What follows belongs to an exercise in optimizing a design on an open flow for small area; a production flow would make more cautious choices.
In this exercise RTL edits were held to simulation tests only and were not proved equivalent to the original.
Power figures rest on the tool's default switching activity, not on a simulated workload.

**flow/design.v**
```verilog
module gpu_timing_gen #(
    parameter integer SYNC   = 128,
    parameter integer BP     = 88,
    parameter integer ACTIVE = 800,
    parameter integer FP     = 40,
    parameter integer D      = 1       
) (
    input  wire       clk,
    input  wire       rst,
    input  wire       en,
    output wire       sync_n,
    output wire       drawing,
    output wire       overflow,
    output reg  [9:0] coord
);
    localparam [1:0] ST_SYNC = 2'd0, ST_BP = 2'd1, ST_ACTIVE = 2'd2, ST_FP = 2'd3;
    reg [1:0] state;
    reg [9:0] ctr;
    assign overflow = en && (state == ST_SYNC) && (ctr == 10'd0);
    assign sync_n   = (state != ST_SYNC);
    assign drawing  = ((state == ST_BP) && (ctr < D)) ||
                      ((state == ST_ACTIVE) && (ctr >= D));
    always @(posedge clk) begin
        if (rst) begin
            state <= ST_SYNC;
            ctr   <= SYNC - 1;
            coord <= 10'd0;
        end else if (en) begin
            if (ctr == 10'd0) begin
                case (state)
                    ST_SYNC:   begin state <= ST_BP;     ctr <= BP - 1;     end
                    ST_BP:     begin state <= ST_ACTIVE; ctr <= ACTIVE - 1; end
                    ST_ACTIVE: begin state <= ST_FP;     ctr <= FP - 1;     end
                    default:   begin state <= ST_SYNC;   ctr <= SYNC - 1;   end
                endcase
            end else begin
                ctr <= ctr - 10'd1;
            end
            if ((state == ST_BP) && (ctr == D))
                coord <= 10'd0;
            else if ((state == ST_BP) || (state == ST_ACTIVE))
                coord <= coord + 10'd1;
        end
    end
endmodule
module gpu_rasterizer (
    input  wire       clk,
    input  wire       rst,
    input  wire       start,
    input  wire [7:0] x0,
    input  wire [7:0] y0,
    input  wire [7:0] x1,
    input  wire [7:0] y1,
    output reg        write,
    output reg  [7:0] x,
    output reg  [7:0] y,
    output reg        done
);
    localparam [1:0] S_WAIT = 2'd0, S_UPDATE = 2'd1, S_UPDATE_NEXT = 2'd2, S_DRAW = 2'd3;
    reg        [1:0]  state;
    reg        [7:0]  ex, ey;
    reg        [7:0]  dx;
    reg signed [8:0]  dy;
    reg signed [1:0]  sx, sy;
    reg signed [10:0] err;
    wire signed [8:0] diff_x = $signed({1'b0, ex}) - $signed({1'b0, x});
    wire signed [8:0] diff_y = $signed({1'b0, ey}) - $signed({1'b0, y});
    wire signed [11:0] err2 = {err, 1'b0};
    wire signed [11:0] dx_w = $signed({4'b0, dx});
    wire signed [11:0] dy_w = {{3{dy[8]}}, dy};
    wire c1 = (err2 >= dy_w);
    wire c2 = (err2 <= dx_w);
    wire [7:0] x_step = x + {{6{sx[1]}}, sx};
    wire [7:0] y_step = y + {{6{sy[1]}}, sy};
    wire signed [10:0] dx_e = $signed({3'b0, dx});
    wire signed [10:0] dy_e = {{2{dy[8]}}, dy};
    reg finish;
    always @(*) begin
        finish = 1'b0;
        if ((x == ex) && (y == ey))
            finish = 1'b1;
        else if (c1 && !c2 && (x == ex))
            finish = 1'b1;
        else if (!c1 && (y == ey))
            finish = 1'b1;
    end
    always @(posedge clk) begin
        if (rst) begin
            state <= S_WAIT;
            x <= 8'd0; y <= 8'd0; ex <= 8'd0; ey <= 8'd0;
            dx <= 8'd0; dy <= 9'sd0; sx <= 2'sd0; sy <= 2'sd0;
            err <= 11'sd0;
            write <= 1'b0;
            done  <= 1'b0;
        end else begin
            case (state)
                S_WAIT: begin
                    done <= 1'b0;
                    if (start) begin
                        x <= x0; y <= y0; ex <= x1; ey <= y1;
                        state <= S_UPDATE;
                    end
                end
                S_UPDATE: begin
                    dx <= diff_x[8] ? -diff_x[7:0] : diff_x[7:0];
                    dy <= diff_y[8] ? diff_y : -diff_y;
                    sx <= diff_x[8] ? -2'sd1 : (diff_x == 9'sd0 ? 2'sd0 : 2'sd1);
                    sy <= diff_y[8] ? -2'sd1 : (diff_y == 9'sd0 ? 2'sd0 : 2'sd1);
                    state <= S_UPDATE_NEXT;
                end
                S_UPDATE_NEXT: begin
                    err   <= dx_e + dy_e;
                    write <= 1'b1;
                    state <= S_DRAW;
                end
                S_DRAW: begin
                    if (finish) begin
                        write <= 1'b0;
                        done  <= 1'b1;
                        state <= S_WAIT;
                    end else if (c1 && c2) begin
                        x <= x_step; y <= y_step;
                        err <= err + dx_e + dy_e;
                    end else if (c1) begin
                        x <= x_step;
                        err <= err + dy_e;
                    end else begin
                        y <= y_step;
                        err <= err + dx_e;
                    end
                end
            endcase
        end
    end
endmodule
module gpu_lineset (
    input  wire        clk,
    input  wire        rst,
    input  wire        frame,
    input  wire        gate,
    input  wire        done,
    input  wire        bounds_we,
    input  wire [13:0] bounds_start,
    input  wire [13:0] bounds_end,
    output wire        rd_req,
    output wire [13:0] rd_index,
    output wire        ras_start
);
    localparam [2:0] LS_IDLE = 3'd0, LS_ARM = 3'd1, LS_READ = 3'd2,
                     LS_LATCH = 3'd3, LS_RUN = 3'd4;
    reg [2:0]  state;
    reg [13:0] counter;
    reg [13:0] start_index, end_index;
    assign rd_req    = (state == LS_READ) && gate;
    assign rd_index  = counter;
    assign ras_start = (state == LS_LATCH);
    always @(posedge clk) begin
        if (rst) begin
            state       <= LS_IDLE;
            counter     <= 14'd0;
            start_index <= 14'd0;      
            end_index   <= 14'd0;      
        end else begin
            if (bounds_we) begin
                start_index <= bounds_start;
                end_index   <= bounds_end;
            end
            if (frame) begin
                state <= LS_ARM;
            end else begin
                case (state)
                    LS_ARM: begin
                        counter <= start_index;
                        state   <= (start_index <= end_index) ? LS_READ : LS_IDLE;
                    end
                    LS_READ:  if (gate) state <= LS_LATCH;
                    LS_LATCH: state <= LS_RUN;
                    LS_RUN: begin
                        if (done) begin
                            if (counter == end_index) begin
                                counter <= start_index;
                                state   <= LS_IDLE;
                            end else begin
                                counter <= counter + 14'd1;
                                state   <= LS_READ;
                            end
                        end
                    end
                    default: ;
                endcase
            end
        end
    end
endmodule
module gpu_decoder (
    input  wire        clk,
    input  wire        rst,
    input  wire        rx_valid,
    input  wire [7:0]  rx_data,
    input  wire        frame,
    output reg         wr_req,
    output reg  [13:0] idx,
    output reg  [7:0]  x0,
    output reg  [7:0]  y0,
    output reg  [7:0]  x1,
    output reg  [7:0]  y1,
    output wire        bounds_we,
    output reg  [13:0] bs,
    output reg  [13:0] be,
    output reg         tx_valid,
    output reg  [7:0]  tx_data
);
    localparam [3:0] CMD = 4'd0, WR_IDX0 = 4'd1, WR_IDX1 = 4'd2, WR_X0 = 4'd3,
                     WR_Y0 = 4'd4, WR_X1 = 4'd5, WR_Y1 = 4'd6, BOUNDS_S0 = 4'd7,
                     BOUNDS_S1 = 4'd8, BOUNDS_E0 = 4'd9, BOUNDS_E1 = 4'd10,
                     BOUNDS_COMMIT = 4'd11, VSYNC = 4'd12;
    localparam [7:0] REPLY_PING = 8'h42, REPLY_ACK = 8'hBD;
    reg [3:0] state;
    assign bounds_we = (state == BOUNDS_COMMIT) && frame;
    always @(posedge clk) begin
        if (rst) begin
            state    <= CMD;
            idx      <= 14'd0;
            x0 <= 8'd0; y0 <= 8'd0; x1 <= 8'd0; y1 <= 8'd0;
            bs       <= 14'd0;
            be       <= 14'd0;
            wr_req   <= 1'b0;
            tx_valid <= 1'b0;
            tx_data  <= 8'd0;
        end else begin
            wr_req   <= 1'b0;
            tx_valid <= 1'b0;
            case (state)
                BOUNDS_COMMIT, VSYNC: begin
                    if (frame) begin
                        tx_valid <= 1'b1;
                        tx_data  <= REPLY_ACK;
                        state    <= CMD;
                    end
                end
                default: begin
                    if (rx_valid) begin
                        case (state)
                            CMD: begin
                                case (rx_data)
                                    8'h00: begin
                                        tx_valid <= 1'b1;
                                        tx_data  <= REPLY_PING;
                                    end
                                    8'h01:   state <= WR_IDX0;
                                    8'h02:   state <= BOUNDS_S0;
                                    8'h03:   state <= VSYNC;
                                    default: ;
                                endcase
                            end
                            WR_IDX0:   begin idx[7:0]  <= rx_data;      state <= WR_IDX1;   end
                            WR_IDX1:   begin idx[13:8] <= rx_data[5:0]; state <= WR_X0;     end
                            WR_X0:     begin x0 <= rx_data;             state <= WR_Y0;     end
                            WR_Y0:     begin y0 <= rx_data;             state <= WR_X1;     end
                            WR_X1:     begin x1 <= rx_data;             state <= WR_Y1;     end
                            WR_Y1: begin
                                y1       <= rx_data;
                                wr_req   <= 1'b1;
                                tx_valid <= 1'b1;
                                tx_data  <= REPLY_ACK;
                                state    <= CMD;
                            end
                            BOUNDS_S0: begin bs[7:0]  <= rx_data;      state <= BOUNDS_S1; end
                            BOUNDS_S1: begin bs[13:8] <= rx_data[5:0]; state <= BOUNDS_E0; end
                            BOUNDS_E0: begin be[7:0]  <= rx_data;      state <= BOUNDS_E1; end
                            BOUNDS_E1: begin be[13:8] <= rx_data[5:0]; state <= BOUNDS_COMMIT; end
                            default:   state <= CMD;
                        endcase
                    end
                end
            endcase
        end
    end
endmodule
module gpu_core (
    input  wire        clk,
    input  wire        rst,           
    input  wire        rx_valid,
    input  wire [7:0]  rx_data,
    output wire        tx_valid,
    output wire [7:0]  tx_data,
    input  wire        fill_req,
    output wire [11:0] rgb,
    output wire        hsync,
    output wire        vsync,
    output wire        de,
    output wire [9:0]  x,
    output wire [9:0]  y,
    output wire        frame,
    output wire        line,
    output wire        valid_data,
    output wire        in_bounds,
    output wire        seg_re,
    output wire        seg_we,
    output wire [13:0] seg_addr,
    output wire [31:0] seg_wdata,
    input  wire [31:0] seg_rdata,
    output wire        fb_rd_bank,
    output wire [7:0]  fb_rd_cx,
    output wire [7:0]  fb_rd_cy,
    input  wire [2:0]  fb_rdata,
    output wire        fb_we,
    output wire        fb_wr_bank,
    output wire [7:0]  fb_wr_cx,
    output wire [7:0]  fb_wr_cy,
    output wire [2:0]  fb_wdata
);
    localparam [2:0] LINE_COLOR = 3'd7;
    localparam [2:0] FILL_VALUE = 3'd0;
    wire h_sync_n, h_drawing, h_overflow;
    wire v_sync_n, v_drawing, v_overflow;
    gpu_timing_gen #(.SYNC(128), .BP(88), .ACTIVE(800), .FP(40), .D(1)) u_h (
        .clk(clk), .rst(rst), .en(1'b1),
        .sync_n(h_sync_n), .drawing(h_drawing), .overflow(h_overflow), .coord(x)
    );
    gpu_timing_gen #(.SYNC(4), .BP(23), .ACTIVE(600), .FP(1), .D(0)) u_v (
        .clk(clk), .rst(rst), .en(h_overflow),
        .sync_n(v_sync_n), .drawing(v_drawing), .overflow(v_overflow), .coord(y)
    );
    assign line       = h_overflow;
    assign frame      = v_overflow;
    assign valid_data = h_drawing && v_drawing;
    assign in_bounds  = h_drawing;
    assign hsync      = h_sync_n;
    assign vsync      = v_sync_n;
    reg selected;
    reg de_q;
    wire [9:0] cx_full = x / 10'd5;
    wire [9:0] cy_full = y / 10'd5;
    wire [7:0] rd_cx   = cx_full[7:0];
    wire [7:0] rd_cy   = cy_full[7:0];
    always @(posedge clk) begin
        if (rst) begin
            selected <= 1'b0;
            de_q     <= 1'b0;
        end else begin
            de_q <= valid_data;
            if (frame)
                selected <= ~selected;
        end
    end
    assign fb_rd_bank = ~selected;
    assign fb_rd_cx   = rd_cx;
    assign fb_rd_cy   = rd_cy;
    assign de         = de_q;
    reg [11:0] palette_rgb;
    always @(*) begin
        case ({1'b0, fb_rdata})
            4'd0:    palette_rgb = 12'h000;
            4'd1:    palette_rgb = 12'h00A;
            4'd2:    palette_rgb = 12'h0A0;
            4'd3:    palette_rgb = 12'h0AA;
            4'd4:    palette_rgb = 12'hA00;
            4'd5:    palette_rgb = 12'hA0A;
            4'd6:    palette_rgb = 12'hA50;
            4'd7:    palette_rgb = 12'hFFF;
            4'd8:    palette_rgb = 12'h555;
            4'd9:    palette_rgb = 12'h55F;
            4'd10:   palette_rgb = 12'h5F5;
            4'd11:   palette_rgb = 12'h5FF;
            4'd12:   palette_rgb = 12'hF55;
            4'd13:   palette_rgb = 12'hF5F;
            4'd14:   palette_rgb = 12'hFF5;
            default: palette_rgb = 12'hAAA;
        endcase
    end
    assign rgb = de_q ? palette_rgb : 12'h000;
    wire        ras_write, ras_done;
    wire [7:0]  ras_x, ras_y;
    wire        ls_rd_req, ls_ras_start;
    wire [13:0] ls_rd_index;
    wire        dec_wr_req, dec_bounds_we;
    wire [13:0] dec_idx, dec_bs, dec_be;
    wire [7:0]  dec_x0, dec_y0, dec_x1, dec_y1;
    gpu_rasterizer u_ras (
        .clk(clk), .rst(rst), .start(ls_ras_start),
        .x0(seg_rdata[31:24]), .y0(seg_rdata[23:16]),
        .x1(seg_rdata[15:8]),  .y1(seg_rdata[7:0]),
        .write(ras_write), .x(ras_x), .y(ras_y), .done(ras_done)
    );
    gpu_lineset u_ls (
        .clk(clk), .rst(rst), .frame(frame), .gate(v_sync_n), .done(ras_done),
        .bounds_we(dec_bounds_we), .bounds_start(dec_bs), .bounds_end(dec_be),
        .rd_req(ls_rd_req), .rd_index(ls_rd_index), .ras_start(ls_ras_start)
    );
    gpu_decoder u_dec (
        .clk(clk), .rst(rst), .rx_valid(rx_valid), .rx_data(rx_data), .frame(frame),
        .wr_req(dec_wr_req), .idx(dec_idx),
        .x0(dec_x0), .y0(dec_y0), .x1(dec_x1), .y1(dec_y1),
        .bounds_we(dec_bounds_we), .bs(dec_bs), .be(dec_be),
        .tx_valid(tx_valid), .tx_data(tx_data)
    );
    reg        pend_valid;
    reg [13:0] pend_index;
    reg [31:0] pend_seg;
    always @(posedge clk) begin
        if (rst) begin
            pend_valid <= 1'b0;
            pend_index <= 14'd0;
            pend_seg   <= 32'd0;
        end else begin
            if (dec_wr_req) begin
                pend_valid <= 1'b1;
                pend_index <= dec_idx;
                pend_seg   <= {dec_x0, dec_y0, dec_x1, dec_y1};
            end else if (pend_valid && !ls_rd_req) begin
                pend_valid <= 1'b0;
            end
        end
    end
    assign seg_re    = ls_rd_req && !rst;
    assign seg_we    = !ls_rd_req && pend_valid && !rst;
    assign seg_addr  = ls_rd_req ? ls_rd_index : pend_index;
    assign seg_wdata = pend_seg;
    assign fb_we      = (ras_write || fill_req) && !rst;
    assign fb_wr_bank = selected;
    assign fb_wr_cx   = ras_write ? ras_x : rd_cx;
    assign fb_wr_cy   = ras_write ? ras_y : rd_cy;
    assign fb_wdata   = ras_write ? LINE_COLOR : FILL_VALUE;
endmodule
```
**flow/run.sh**
```bash
#!/bin/bash
# synth_recipe.tcl (not shown) runs the flow's synth.tcl, then flattens the netlist and writes it again
# the make line also repeats each setting of config.mk as NAME=value (left out here)
make -C /OpenROAD-flow-scripts/flow DESIGN_CONFIG=/design/flow/config.mk WORK_HOME=/design/flow/orfs CLKGATE_MAP_FILE= SYNTH_SCRIPT=/design/flow/synth_recipe.tcl finish
```
**flow/config.mk**
```make
export PLATFORM = sky130hd
export DESIGN_NAME = gpu_core
export DESIGN_NICKNAME = gpu_core
export VERILOG_FILES = /design/flow/design.v
export SDC_FILE = /design/flow/constraint.sdc
export NUM_CORES = 4
export LEC_CHECK = 0
export CAP_MARGIN = 20
export CORE_MARGIN = 2
export CORE_UTILIZATION = 40
export PLACE_DENSITY = 0.6
export SLEW_MARGIN = 20
```
**flow/constraint.sdc**
```tcl
create_clock -name core_clock -period 10.0 [get_ports {clk}]
set_input_delay 2.0000 -clock core_clock [delete_from_list [all_inputs] [get_ports {clk}]]
set_output_delay 2.0000 -clock core_clock [all_outputs]
set_load 0.01 [all_outputs]
```
==> notes.md <==
[worst min path at each step]
stage	from	end	slack [ns]
2_1_floorplan	u_h.ctr[0]	u_h.ctr[0]	0.40
3_3_place_gp	u_h.ctr[0]	u_h.ctr[0]	0.42
3_5_place_dp	u_h.ctr[0]	u_h.ctr[0]	0.43
4_1_cts	u_dec.be[10]	u_ls.end_index[10]	0.44
5_1_grt	u_dec.be[3]	u_ls.end_index[3]	0.47
6_report	u_dec.be[10]	u_ls.end_index[10]	0.44
[routing by layer]
metal / part of all wire, % / wire length [µm] / GRT usage, %
met1: 45 / 23850 / 28.08
met4: 3.2 / 1688 / 7.937
met3: 4.9 / 2627 / 3.814
met2: 47 / 25080 / 37.42
met5: 0.038 / 20 / 0
[report_power, final]
| part | total, W | internal [W] | switching [W] |
|---|---|---|---|
| sequential | 0.00130 | 0.00121 | 0.0000936 |
| combinational | 0.00204 | 0.000779 | 0.00127 |
| clock | 0.00125 | 0.000729 | 0.000522 |
| total | 0.00460 | 0.00272 | 0.00188 |
[area by class of cell]
type	count	area [µm²]	share of cell area, %
well taps	600	750.7	3.494
multi-input cells	1721	11520	53.63
inverters	111	417.9	1.945
clock buffers	51	1005	4.676
clock inverters	9	116.4	0.5416
flip-flops and latches	287	5747	26.75
repair buffers	196	1926	8.963
[worst min-delay path, cell delays in order (launching register included)]
cell and delay [ns]:
dfxtp_1 0.31, nand2_1 0.06, a21oi_1 0.05
[flip-flops by register name, summed over array words and instances, names as in the netlist, 9 cells and up]
register          cells
pend_index           14
pend_seg             32
u_dec.be             14
u_dec.bs             14
u_dec.idx            14
u_h.coord            10
u_h.ctr              10
u_ls.counter         14
u_ls.end_index       14
u_ls.start_index     14
u_ras.dy              9
u_ras.err            11
u_v.coord            10
u_v.ctr              10
[cell families (layout without fill, tap and decap cells)]
| logic type | Yosys count | in the layout | share of synthesized area (%) |
|---|---|---|---|
| DFF | 287 | 287 | 31.30 |
| adders and majority gates | 136 | 136 | 9.597 |
| muxes | 166 | 166 | 9.263 |
| xor gates and xnor gates | 106 | 106 | 5.058 |
| buffers and inverters | 264 | 367 | 6.032 |
| AOI/OAI and AO/OA | 537 | 537 | 18.86 |
| and+or+nand+nor | 776 | 776 | 19.89 |
[metrics by stage]
| stage | instances | hold slack (ns) | setup slack [ns] |
|---|---|---|---|
| after CTS | 2975 | 0.4413 | 2.581 |
| after floorplan | 2272 | 0.4003 | 4.417 |
| after global routing | 2975 | 0.4689 | 1.997 |
| after global placement | 2915 | 0.4192 | 3.172 |
| final | 2975 | 0.4418 | 2.565 |
| after detailed placement | 2915 | 0.4313 | 3.170 |
[cell usage in the layout, fill, tap and decap left out, types with 9 or more instances in the layout]
master,instances
nand4_1,17
a21o_1,31
nand3_1,30
a22oi_1,16
o21a_1,13
buf_4,16
o21ai_0,108
clkbuf_8,10
xor2_1,30
nor4_1,13
nand3b_1,9
or3_1,15
nor3_1,43
o22ai_1,9
nor3b_1,11
and2_1,12
o21bai_1,12
dfxtp_1,286
o31ai_1,14
a21oi_1,176
nand2b_1,35
and3_1,26
nor2b_1,21
clkdlybuf4s50_1,179
inv_1,107
mux2i_1,143
a211oi_1,44
ha_1,128
clkbuf_16,34
mux2_2,20
nand2_1,215
a311oi_1,18
a31oi_1,21
nor2_1,286
xnor2_1,76
==> reports/results.txt <==
Post-Syn Instances = 2272
Post-CTS Resized = 0
Via Count = 16360
initial antenna violation count = 2
Slew Limit Headroom = 28.61%
Num CTS Buffers = 34
overall power = 0.004598 W
unrepaired setup endpoints after global routing = false
critical path, cell by cell = and2b_1, xnor2_1, a2111oi_1, o21a_1, nor4_1, a2111oi_0, a21o_1, ha_1, nor2_1, and3_1, o21ai_0, nand4_1, o41ai_1, a31oi_1, clkdlybuf4s50_1
Setup Fix Bufs, Post-CTS = 0
Post-synth EDFFs = 0
initial DRC count = 1226
total congestion overflow = 0
Setup violations, final = 0
crit path time final = 7.435 ns
peak supply drop = 0.1783 mV
type of destination of the critical path = primary output
full die area = 47620 µm²
crit start category = register
Synth top cells by count = 287 x dfxtp_1, 286 x nor2_1, 215 x nand2_1
WHS Path Cells = 2
Core ar. = 45380 µm²
P_leak = 8.110 nW
pwr/cell area = 214.0 nW/µm²
final hold viol count = 0
Top Ports = 181
total negative slack = 0 ns
Avg Cell Area, Syn = 8.079 µm²
number of global-route vias before repair = 15790
Total GRT Usage = 22.08%
most frequent cell after synthesis = dfxtp_1
Clock Skew = 0.02684 ns
Syn-to-layout area delta = 17.04%
RR Startpoint = u_ras.dy[8]
Root Driver = clkbuf_16
Netlist Area Pre-Place = 18360 µm²
clock sinks = 287
htree depth = 2
crit path DAT = 5.44 ns
via/cell ratio = 5.499
drt total wl = 53.27 mm
max-cap viol count = 0
reg2reg setup slack = 6.07 ns
Worst Tran Pin Value = 1.071 ns
Layout Nets = 2534
Final Wtd Congestion = 0.8668
Filler cells = 4476
sequential area share after synthesis = 31.30%
Worst Path Required = 8.00 ns
CP bufs+invs = 1
Final Max Slew Viols = 0
number of synthesized register bits = 287
Port-buffer cells = 180
fin area = 21480 µm²
asr flop ratio synth = 0%
WL per Instance = 17.91 µm
Layout Utilization = 47.34%
Mapped Nets = 2455
Clock Latency Late Sink = 0.57 ns
r2r endpoint = u_ras.err[9]
share of post-route cells with drive strength above 1 = 5.474%
clk buf depth = 3
crit-path max FO = 22
crit path capture = fb_wr_cx[0]
status = finished clean
DR DRC count = 0
CP max stage cell = dfxtp_1
die width = 218.2 µm
hold_buf cts = 0
dpl hpwl = 37.97 mm
n_diodes = 0
largest area contributor in the netlist = dfxtp_1
Worst Reg-to-Reg Cells = 11
DRT Pass-1 Iters = 6
Worst-path clk slew = 0.06 ns
Final Cycle Share = 74.35%
largest net degree at the start of global routing = 82
Yosys cell types = 94
ys flop type = dfxtp_1
CP startpoint = u_h.coord[5]
delay-heaviest family, CP = compound AO/OA/AOI/OAI gates
HP Class = reg2reg
Yosys top cell area share = 31.30%
synthesis warning total = 6
Area contributors post-synth = dfxtp_1 31%, ha_1 8.7%, mux2i_1 7.8%
Routed Antenna Nets = 0
row count = 78
initial core utilization = 40.45%
area of placed instances = 20360 µm²
CTS tree = done
die height = 218.2 µm
largest stage delay on the critical path = 0.79 ns
critical path depth in cells = 15
Fmax achieved = 134.5 MHz
Crit Path Class = reg2out
first-pass GRT wire length = 84.79 mm

[afterwards: timing with drivers on the ports]
The flow's constraints put no driver on any port. The routed layout listed below was extracted and timed again, unchanged, in two steps. Step 1, drivers: a clkbuf_16 drives clk and a buf_2 each remaining input, both assumed. Step 2 also shifts input and output timing later by t, the mid clock arrival at the registers, as if the neighbouring blocks saw the same clock. Slacks: no drivers / after step 1 / after step 2; pairs: no drivers / after step 1.
t (ns): 0.606
setup WS [ns]: 2.565 / 2.512 / 3.118
worst data-port slew with drivers (ns): 0.10
pins driven straight from the clock port: 1
After both steps setup and hold are still met in this run. The setup slack of this run moves by -0.053 ns with the drivers and by +0.553 ns with both steps.
